Background: an optimization exercise with open tools, aiming at small area, a short achievable clock period and few clock cycles per item. Do not read the settings as production practice. The RTL was checked by simulation tests, not by an equivalence proof against the original design. Power and IR drop assume default switching activity.

Design tdn2_acc, start of the top module:
module tdn2_acc (
    input  wire        clk,
    input  wire        rst,           
    input  wire        cmd_valid,
    output wire        cmd_ready,
    input  wire [23:0] cmd,
    input  wire        btn,           
    output reg         rsp_valid,
    output reg  [1:0]  rsp_status,
    output reg  [15:0] rsp_data,
    output reg         rly_auto,
    output reg         rly_dir,
    output reg         drv_pwr
);
    localparam [2:0]  GUST_WINDOW    = 3'd5;
    localparam [2:0]  WATER_ALM_TIME = 3'd4;
    localparam [6:0]  FOUR_HOURS     = 7'd100;
    localparam [15:0] POT_DELTA      = 16'd1000;
    localparam [15:0] THR_BIAS       = 16'd1000;
    localparam [15:0] THR_STEP       = 16'd1000;
    localparam [15:0] THR_MARGIN     = 16'd5000;
    localparam [2:0]  T_RELAY_SETTLE = 3'd2;
    localparam [2:0]  T_TRAVEL_UP    = 3'd6;
    localparam [2:0]  T_TRAVEL_DOWN  = 3'd4;
    localparam [2:0]  T_POST_SETTLE  = 3'd2;
    localparam [3:0]  WDG_ACK_RELOAD = 4'd12;
    localparam        DIR_UP_LEVEL   = 1'b1;
    localparam [2:0] OP_NOP = 3'd0, OP_SAMPLE = 3'd1, OP_RDFILT = 3'd2, OP_TICK1S = 3'd3,
                     OP_MOVE = 3'd4, OP_STEP = 3'd5, OP_WDGACK = 3'd6, OP_RDSTAT = 3'd7;
    localparam [1:0] ST_OK = 2'd0, ST_BUSY = 2'd1, ST_ILLEGAL = 2'd2;
    localparam [2:0] SQ_IDLE = 3'd0, SQ_SETTLE1 = 3'd1, SQ_TRAVEL = 3'd2,
                     SQ_SETTLE2 = 3'd3, SQ_WAITREL = 3'd4;
    localparam [1:0] CONT_NONE = 2'd0, CONT_RAISE = 2'd1, CONT_LOWER = 2'd2;
    localparam [1:0] RES_NONE = 2'd0, RES_COMPLETED = 2'd1, RES_INTERRUPTED = 2'd2;
    reg [15:0] filt0, filt1, filt2, filt3;
    reg [15:0] prev0, prev1;
    reg [2:0]  gt0, gt1;
    reg        gnext;
    reg [15:0] threshold, setpoint, sp_d2, minimum_seen;    
    reg        is_down, is_auto;
    reg [6:0]  auto_down_timer;
    reg [2:0]  water_alarm_count;
    reg [3:0]  alarm_flags;
    reg [2:0]  seq;
    reg [2:0]  seq_cnt;
  ...
clock: 12.0 ns
lec_check: 0
cap_margin: 20
core_margin: 2
core_utilization: 55
slew_margin: 20
tns_end_percent: 100
standard.sh (not shown) runs the stock make flow with config.mk's settings and CLKGATE_MAP_FILE= SYNTH_SCRIPT=/design/flow/synth_recipe.tcl, a recipe that flattens the netlist after the stock synthesis.
==> flow/flow/run.sh <==
#!/bin/bash
# The standard layout (standard.sh: ORFS from synthesis to the final
# layout), with two changes to how the layout is made:
# - the timing repair after placement, CTS and global routing aims at 5.25 ns
#   instead of the 12 ns clock period, so that the layout gets as fast as
#   the logic allows;
# - every input and output port still gets a buffer, but a buf_2 rather than
#   the delay buffer buffer_ports picks by default (smaller and faster).
# Everything else is the standard flow.
set -euo pipefail
bash standard.sh SETUP_SLACK_MARGIN=6.75 "BUFFER_PORTS_ARGS=-buffer_cell sky130_fd_sc_hd__buf_2" finish > standard.log 2>&1
Testbench counts at the start, summed over its fixed seeds: cycles 805,560, ops 776,106.
Rerun with:
==> flow/flow/run.sh (replaced) <==
#!/bin/bash
# The standard layout (standard.sh: ORFS from synthesis to the final
# layout), with the timing repair after placement, CTS and global routing
# aiming at 5 ns instead of the 12 ns clock period, and sizing not held to the
# cells footprints, so that the layout
# gets as fast as the logic allows. Everything else is the standard flow.
set -euo pipefail
bash standard.sh SETUP_SLACK_MARGIN=7 MATCH_CELL_FOOTPRINT=0 finish > standard.log 2>&1
Non-clock buffer count rises by 13.
Sequential share of layout area falls by 0.50 points.
Routed wire length falls by 0.44%.
Global-route usage falls by 0.13 points.
Worst hold slack loses 5.5 ps.
Synthesized cell count stays the same.
Power falls by 0.53%.

* * *

== before ==
Starting RTL as in the previous note.
Settings: LEC_CHECK=0, CAP_MARGIN=20, CORE_MARGIN=2, CORE_UTILIZATION=55, SLEW_MARGIN=20; clock period 12.0 ns.
==> flow/flow/run.sh <==
#!/bin/bash
# The standard layout (standard.sh: ORFS from synthesis to the final
# layout), with the timing repair after placement, CTS and global routing
# aiming at 5 ns instead of the 12 ns clock period, so that the layout
# gets as fast as the logic allows. Everything else is the standard flow.
set -euo pipefail
bash standard.sh SETUP_SLACK_MARGIN=7 finish > standard.log 2>&1
Testbench counts of before, summed over its fixed seeds: cycles 805,560, ops 776,106.
Relative to before, the following input files were edited for after:
- TNS_END_PERCENT: unset -> 100
==> flow/flow/run.sh <==
#!/bin/bash
# The standard layout (standard.sh: ORFS from synthesis to the final
# layout), with the timing repair after placement, CTS and global routing
# aiming at 5.25 ns instead of the 12 ns clock period, so that the layout
# gets as fast as the logic allows. Everything else is the standard flow.
set -euo pipefail
bash standard.sh SETUP_SLACK_MARGIN=6.75 finish > standard.log 2>&1
before → after: vias per cell held steady; number of gates on the worst path with buffers counted shrank by 3; maximum level of the CTS H-tree held steady.
First-pass GRT wire length: after vs before — no meaningful difference

* * *

tdn2_acc again, from the RTL that the note above started with.
export LEC_CHECK = 0
export CAP_MARGIN = 20
export CORE_MARGIN = 2
export CORE_UTILIZATION = 55
export SLEW_MARGIN = 20
export TNS_END_PERCENT = 100
create_clock -name core_clock -period 12.0 [get_ports {clk}]
==> flow/flow/run.sh <==
#!/bin/bash
# The standard layout (standard.sh: ORFS from synthesis to the final
# layout), with two changes to how the layout is made:
# - the timing repair after placement, CTS and global routing aims at 5 ns
#   instead of the 12 ns clock period, so that the layout gets as fast as
#   the logic allows;
# - every input and output port still gets a buffer, but a buf_2 rather than
#   the delay buffer buffer_ports picks by default (smaller and faster).
# Everything else is the standard flow.
set -euo pipefail
bash standard.sh SETUP_SLACK_MARGIN=7 "BUFFER_PORTS_ARGS=-buffer_cell sky130_fd_sc_hd__buf_2" finish > standard.log 2>&1
The first run finished clean.
Testbench counts at the start, summed over its fixed seeds: cycles 805,560, ops 776,106.
Change:
TNS_END_PERCENT = unset   (was 100)
Synthesized cell count is unchanged.
Sequential power barely changes.
Worst setup slack does not change.
Design area does not change.
Total power stays the same.
Area after synthesis is unchanged.
Routed wire length does not change.
Flip-flop and latch count does not change.
Sequential share of layout area is unchanged.
Clock skew is unchanged.
Global-route usage does not change.
Change:
==> flow/flow/run.sh (replaced) <==
#!/bin/bash
# The standard layout (standard.sh: ORFS from synthesis to the final
# layout), with the timing repair after placement, CTS and global routing
# aiming at 5 ns instead of the 12 ns clock period, so that the layout
# gets as fast as the logic allows. Everything else is the standard flow.
set -euo pipefail
bash standard.sh SETUP_SLACK_MARGIN=7 finish > standard.log 2>&1
TNS_END_PERCENT = 100   (was unset)
The changed run went through all stages and came out clean.
Utilization rises by 0.29 points.
Wire length rises by 0.57%.
Sequential power barely changes.

## port drivers added, routing unchanged
How much do the figures lean on ideal ports? The routed layouts below were timed once more, with nothing changed but the port constraints.
Step 1 sets driving cells, clkbuf_16 on the clock port and buf_2 on the other inputs (assumed; they add their load-dependent delay and slew).
Step 2 also shifts input and output timing later by t, the mid clock arrival at the registers, as if the neighbouring blocks saw the same clock.
a / b / c = no drivers / after step 1 / after step 2; a / b = the first two.
run | t (ns) | setup WS [ns] | hold WS [ns] | worst data-port slew with drivers (ns)
the first run of note 1 | 0.622 | 6.900 / 6.900 / 6.373 | 0.466 / 0.466 / 0.466 | 0.04
the second run of note 1 | 0.619 | 7.072 / 7.072 / 6.581 | 0.460 / 0.460 / 0.460 | 0.04
before | 0.615 | 7.111 / 7.111 / 6.594 | 0.457 / 0.457 / 0.457 | 0.05
after | 0.611 | 6.980 / 6.980 / 6.414 | 0.458 / 0.458 / 0.458 | 0.05
the first run of note 3 | 0.615 | 7.039 / 7.039 / 6.605 | 0.467 / 0.467 / 0.467 | 0.04
the second run of note 3 | 0.615 | 7.039 / 7.039 / 6.605 | 0.467 / 0.467 / 0.467 | 0.04
the third run of note 3 | 0.615 | 7.111 / 7.111 / 6.594 | 0.457 / 0.457 / 0.457 | 0.05
After both steps setup and hold are still met in every run listed. The setup slack of after, which loses most, moves by 0.000 ns with the drivers and by -0.566 ns with both steps.
